Source: an optimization exercise on an open RTL-to-GDS flow (aim: small area, a short achievable clock period and few clock cycles per item). Production flows keep margins and buffers that such runs may drop. Function was checked by simulation only, so behaviour that the tests miss may differ from the original. Power and IR drop assume default switching activity.

== quartz ==
Design bp91_codec, start of the top module:
module bp91_codec (
    input  wire        clk,
    input  wire        rst,
    input  wire        cmd_valid,
    output wire        cmd_ready,
    input  wire [1:0]  cmd_op,
    input  wire [11:0] cmd_len,
    input  wire        in_valid,
    output wire        in_ready,
    input  wire [7:0]  in_data,
    output wire        out_valid,
    input  wire        out_ready,
    output wire [7:0]  out_data,
    output reg         done,
    output reg  [7:0]  err_code,
    output reg  [11:0] err_info
);
clock: 12.0 ns
lec_check: 0
cap_margin: 20
core_margin: 2
core_utilization: 35
cts_cluster_diameter: 100
cts_cluster_size: 24
place_density: 0.55
slew_margin: 20
standard.sh (not shown) runs the stock make flow with config.mk's settings and CLKGATE_MAP_FILE= SYNTH_SCRIPT=/design/flow/synth_recipe.tcl, a recipe that flattens the netlist after the stock synthesis.
==> flow/flow/run.sh <==
#!/bin/bash
set -euo pipefail
export SETUP_SLACK_MARGIN=8.5
bash standard.sh > flow_standard.log 2>&1
quartz has completed all stages; timing, DRC and antenna checks passed.
Testbench counts of quartz, summed over its fixed seeds: cycles 39,367, items 35,196.
Modified inputs, ember compared to quartz
--- a/flow/design.v
+++ b/flow/design.v
@@ -42,13 +42,12 @@
     wire in_fire  = in_valid && in_rdy;
     reg        hv, tv;
     reg [1:0]  hop, top_;
     reg        hlast, tlast;
     reg        hnob, tnob;
     reg [7:0]  hdat, tdat;
-    reg [6:0]  hdn;          
     reg [11:0] kidx;
     reg        alpha_ok;
     reg        errf;         
     reg        e7;
     reg [11:0] eidx;
     reg        dupf;
@@ -172,16 +171,13 @@
             eq_h[i] = (kh == i);
         end
         for (i = 0; i < 16; i = i + 1)
             gt_l[i] = (kl > i);
         pos = 7'd0;
         for (i = 0; i < 91; i = i + 1) begin
-            if (i < 46)
-                match[i] = (ring[i] == hdat[6:0]);
-            else
-                match[i] = (ring[i] == ~hdn);
+            match[i] = (ring[i] == hdat[6:0]);
             lmask[i] = gt_h[i / 16] | (eq_h[i / 16] & gt_l[i % 16]);
             if (match[i]) pos = pos | i[6:0];
         end
     end
     wire       anym    = |match;
     wire       anyl    = |(match & lmask);
@@ -436,28 +432,26 @@
                 irem  <= irem - 12'd1;
                 ilast <= (irem == 12'd2);
                 if (ilast) ia <= 1'b0;
             end
             if (c_take) begin
                 if (tv) begin
-                    hop <= top_; hlast <= tlast; hnob <= tnob; hdat <= tdat; hdn <= ~tdat[6:0];
+                    hop <= top_; hlast <= tlast; hnob <= tnob; hdat <= tdat;
                     if (in_push) begin
                         top_ <= push_op; tlast <= push_last; tnob <= push_nob; tdat <= in_data;
                     end else begin
                         tv <= 1'b0;
                     end
                 end else begin
                     hv <= in_push;
                     hop <= push_op; hlast <= push_last; hnob <= push_nob; hdat <= in_data;
-                    hdn <= ~in_data[6:0];
                 end
             end else if (in_push) begin
                 if (!hv) begin
                     hv <= 1'b1;
                     hop <= push_op; hlast <= push_last; hnob <= push_nob; hdat <= in_data;
-                    hdn <= ~in_data[6:0];
                 end else begin
                     tv <= 1'b1;
                     top_ <= push_op; tlast <= push_last; tnob <= push_nob; tdat <= in_data;
                 end
             end
             begin : rdy
Results
The final layouts of quartz and ember pass the timing, DRC and antenna checks. Taking quartz as the reference point, the sum of met3 wire segment lengths after detailed routing of ember rises by 16%. On die boundary height, quartz and ember are basically level. Diff quartz -> ember: share of the cycle needed by the critical path after routing -0.18 points; area of all sequential standard cells -230 um^2; global-route wire length before repair +about 5%; power consumption -about 2.7%; final design utilization ~0 delta. Worst setup path startpoint: ob[6] -> quartz, ob[3] -> ember. Slack of the critical path on ember is up relative to quartz.
Testbench counts of ember, summed over its fixed seeds: cycles 39,367, items 35,196.

--- another note on this design; it stands on its own ---

Design bp91_codec, start of the top module:
module bp91_codec (
    input  wire        clk,
    input  wire        rst,
    input  wire        cmd_valid,
    output wire        cmd_ready,
    input  wire [1:0]  cmd_op,
    input  wire [11:0] cmd_len,
    input  wire        in_valid,
    output wire        in_ready,
    input  wire [7:0]  in_data,
    output wire        out_valid,
    input  wire        out_ready,
    output wire [7:0]  out_data,
    output reg         done,
    output reg  [7:0]  err_code,
    output reg  [11:0] err_info
);
    localparam OP_LOAD = 2'd0;
    localparam OP_ENC  = 2'd1;
    localparam OP_DEC  = 2'd2;
    localparam OP_DECS = 2'd3;
    localparam T_CHAR  = 2'd0;
    localparam T_BYTE  = 2'd1;
    localparam T_MARK  = 2'd2;
    localparam QD = 6;             
    localparam CD = 7;             
    integer i;
    reg [6:0] ring [0:90];
    reg [6:0] b;
    reg [6:0] bn;            
    reg        nv;
    reg [1:0]  nop;
    reg [11:0] nlen;
    reg        ia;
    reg [1:0]  iop;
    reg [11:0] irem;
    reg        ilast;       
    reg        in_rdy;
    assign cmd_ready = !nv;
    assign in_ready  = in_rdy;
  ...
For scale: about 4,400 cells after synthesis, roughly 1,000 flip-flops, ~46,000 sq um of cells after synthesis.
==> flow/config.mk <==
export PLATFORM = sky130hd
export DESIGN_NAME = bp91_codec
export DESIGN_NICKNAME = bp91_codec
export VERILOG_FILES = /design/flow/design.v
export SDC_FILE = /design/flow/constraint.sdc
export NUM_CORES = 4
export LEC_CHECK = 0
export CAP_MARGIN = 20
export CORE_MARGIN = 2
export CORE_UTILIZATION = 42
export CTS_CLUSTER_DIAMETER = 100
export CTS_CLUSTER_SIZE = 24
export PLACE_DENSITY = 0.62
export SLEW_MARGIN = 20
==> flow/constraint.sdc <==
create_clock -name core_clock -period 12.0 [get_ports {clk}]
set_input_delay 2.4000 -clock core_clock [delete_from_list [all_inputs] [get_ports {clk}]]
set_output_delay 2.4000 -clock core_clock [all_outputs]
set_load 0.01 [all_outputs]
standard.sh (not shown) runs the stock make flow with config.mk's settings and CLKGATE_MAP_FILE= SYNTH_SCRIPT=/design/flow/synth_recipe.tcl, a recipe that flattens the netlist after the stock synthesis.
==> flow/flow/run.sh <==
#!/bin/bash
set -euo pipefail
export SETUP_SLACK_MARGIN=8.5
bash standard.sh > flow_standard.log 2>&1
Testbench counts at the start, summed over its fixed seeds: cycles 39,367, items 35,196.
Rerun with:
- CORE_UTILIZATION: 42 -> 25
- PLACE_DENSITY: 0.62 -> 0.45
=> Clock skew climbs by 0.0060 ns; design area climbs by 3.1%; register-to-register slack stays flat; setup slack improved by 0.051 ns; cell count climbs by 17%.

Starting RTL as in the previous note.
clock: 12.0 ns
lec_check: 0
cap_margin: 20
core_margin: 2
core_utilization: 35
cts_cluster_diameter: 100
cts_cluster_size: 28
place_density: 0.55
slew_margin: 20
Scripts as last shown in full above: flow/flow/run.sh
Testbench counts at the start, summed over its fixed seeds: cycles 39,367, items 35,196.
Edit:
==> flow/flow/run.sh (replaced) <==
#!/bin/bash
set -euo pipefail
export SETUP_SLACK_MARGIN=8.3
bash standard.sh > flow_standard.log 2>&1
CTS_CLUSTER_SIZE = 24   (was 28)
Count of clock-buffer cells in the layout rose by 10.
Utilization drops by 0.61 points.
Die area is unchanged.
Maximum frequency shrinks by 3.6%.
Final area is lower by 1.6%.
Wire length fell by 0.58%.
Power fell by 0.32%.
Setup slack is worse by 0.14 ns.

--- another note on this design; it stands on its own ---

==> run a: inputs <==
## bp91_codec
module bp91_codec (
    input  wire        clk,
    input  wire        rst,
    input  wire        cmd_valid,
    output wire        cmd_ready,
    input  wire [1:0]  cmd_op,
    input  wire [11:0] cmd_len,
    input  wire        in_valid,
    output wire        in_ready,
    input  wire [7:0]  in_data,
    output wire        out_valid,
    input  wire        out_ready,
    output wire [7:0]  out_data,
    output reg         done,
    output reg  [7:0]  err_code,
    output reg  [11:0] err_info
);
Settings: LEC_CHECK=0, ABC_AREA=1, CAP_MARGIN=20, CORE_MARGIN=2, CORE_UTILIZATION=25, PLACE_DENSITY=0.45, SLEW_MARGIN=20; clock period 12.0 ns.
standard.sh (not shown) runs the stock make flow with config.mk's settings and CLKGATE_MAP_FILE= SYNTH_SCRIPT=/design/flow/synth_recipe.tcl, a recipe that flattens the netlist after the stock synthesis.
==> flow/flow/run.sh <==
#!/bin/bash
set -euo pipefail
export SETUP_SLACK_MARGIN=7.5
bash standard.sh > flow_standard.log 2>&1
==> run b (differences from run a) <==
Settings changed: ABC_AREA 1 to unset, CTS_BUF_LIST set to sky130_fd_sc_hd__clkbuf_8, CTS_CLUSTER_SIZE set to 30.
==> run c (differences from run a) <==
Settings changed: ABC_AREA 1 to unset.
==> summary.txt <==
Routed wl met3: run c 16500 um; run b 17300 um; run a 10100 um
Synthesis-to-layout area growth: run c 17.9%; run b 17.7%; run a 15.0%
Largest net degree at the start of global routing: run c 46; run b 46; run a 49
Filler-free cell count of the finished design: run c 7113; run b 7220; run a 9097
Post-layout worst setup margin: run c 7500 ps; run b 7510 ps; run a 7650 ps
Most frequent standard cell in the layout excluding fill and tap cells: run c dfxtp_1; run b dfxtp_1; run a nand2_1
Non-clock buffers: run c 211; run b 209; run a 126
Combinational share of power: run c 29.9%; run b 30.6%; run a 28.0%
Final-layout fill cell count: run c 19029; run b 19106; run a 21431
Destination of the worst register-to-register timing path: run c q[5][3]; run b q[4][0]; run a kdat[12]
Fmax: run c 222 MHz; run b 223 MHz; run a 230 MHz
Number of global-route vias before repair: run c 36053; run b 36634; run a 41124
R2r setup slk: run c 7500 ps; run b 7510 ps; run a 7670 ps
Run status: run c no timing/DRC/antenna violations; run b no timing/DRC/antenna violations; run a no timing/DRC/antenna violations
Number of tap instances: run c 2464; run b 2464; run a 2640
Placement-stage cell area: run c 50200 um2; run b 50200 um2; run a 53200 um2
Worst EP arrival: run c 4890 ps; run b 5060 ps; run a 1950 ps
Setup repair after global routing missed its margin: run c no; run b no; run a yes
Start-to-end type of the worst setup path: run c reg -> reg; run b reg -> reg; run a reg -> out
Post-detailed-route via-to-cell ratio: run c 5.23; run b 5.21; run a 4.66
Final Critical Period: run c 4500 ps; run b 4490 ps; run a 4350 ps
Post-Route Hold Slack: run c 344 ps; run b 339 ps; run a 316 ps
Largest incremental delay on the critical path: run c 970 ps; run b 560 ps; run a 570 ps
Portion of the layout cell area used by clock cells: run c 7.18%; run b 7.01%; run a 6.83%
Final Cell Area: run c 54500 um2; run b 54400 um2; run a 57200 um2
Testbench counts of run a, summed over its fixed seeds: cycles 39,789, items 35,196.
Testbench counts of run b, summed over its fixed seeds: cycles 39,789, items 35,196.
Testbench counts of run c, summed over its fixed seeds: cycles 39,789, items 35,196.

## static timing again, ports no longer ideal
The results above use ideal ports. As a check the final layouts listed here were re-extracted and re-timed, cells and wires unchanged. Step 1 assumes that a clkbuf_16 drives the clock port and a buf_2 every other input. Step 2 times the ports against the registers' clock, not the clock port: input delays grow and output delays shrink by t, the midpoint of the rising clock arrivals with the driver on. Slacks: ideal / step 1 / step 2; pairs: ideal / step 1.
run	t (ns)	setup slack, ns	hold WS [ns]	pins driven straight from the clock port
quartz	0.739	8.351 / 8.277 / 7.665	0.336 / 0.336 / 0.336	1
ember	0.756	8.373 / 8.300 / 7.657	0.332 / 0.332 / 0.332	1
the first run of note 2	0.758	8.306 / 8.273 / 7.596	0.333 / 0.333 / 0.333	1
the second run of note 2	0.763	8.357 / 8.281 / 7.681	0.344 / 0.344 / 0.344	1
the first run of note 3	0.755	8.371 / 8.296 / 7.698	0.338 / 0.338 / 0.338	1
the second run of note 3	0.759	8.234 / 8.234 / 7.631	0.330 / 0.330 / 0.330	1
run a	0.829	7.650 / 7.566 / 7.107	0.316 / 0.316 / 0.316	1
run b	0.989	7.512 / 7.512 / 7.159	0.339 / 0.339 / 0.339	1
run c	0.823	7.497 / 7.497 / 7.170	0.344 / 0.344 / 0.344	1
After both steps every run listed still meets setup and hold. For ember, which loses most, drivers alone change the setup slack by -0.073 ns; drivers and shift together by -0.716 ns.
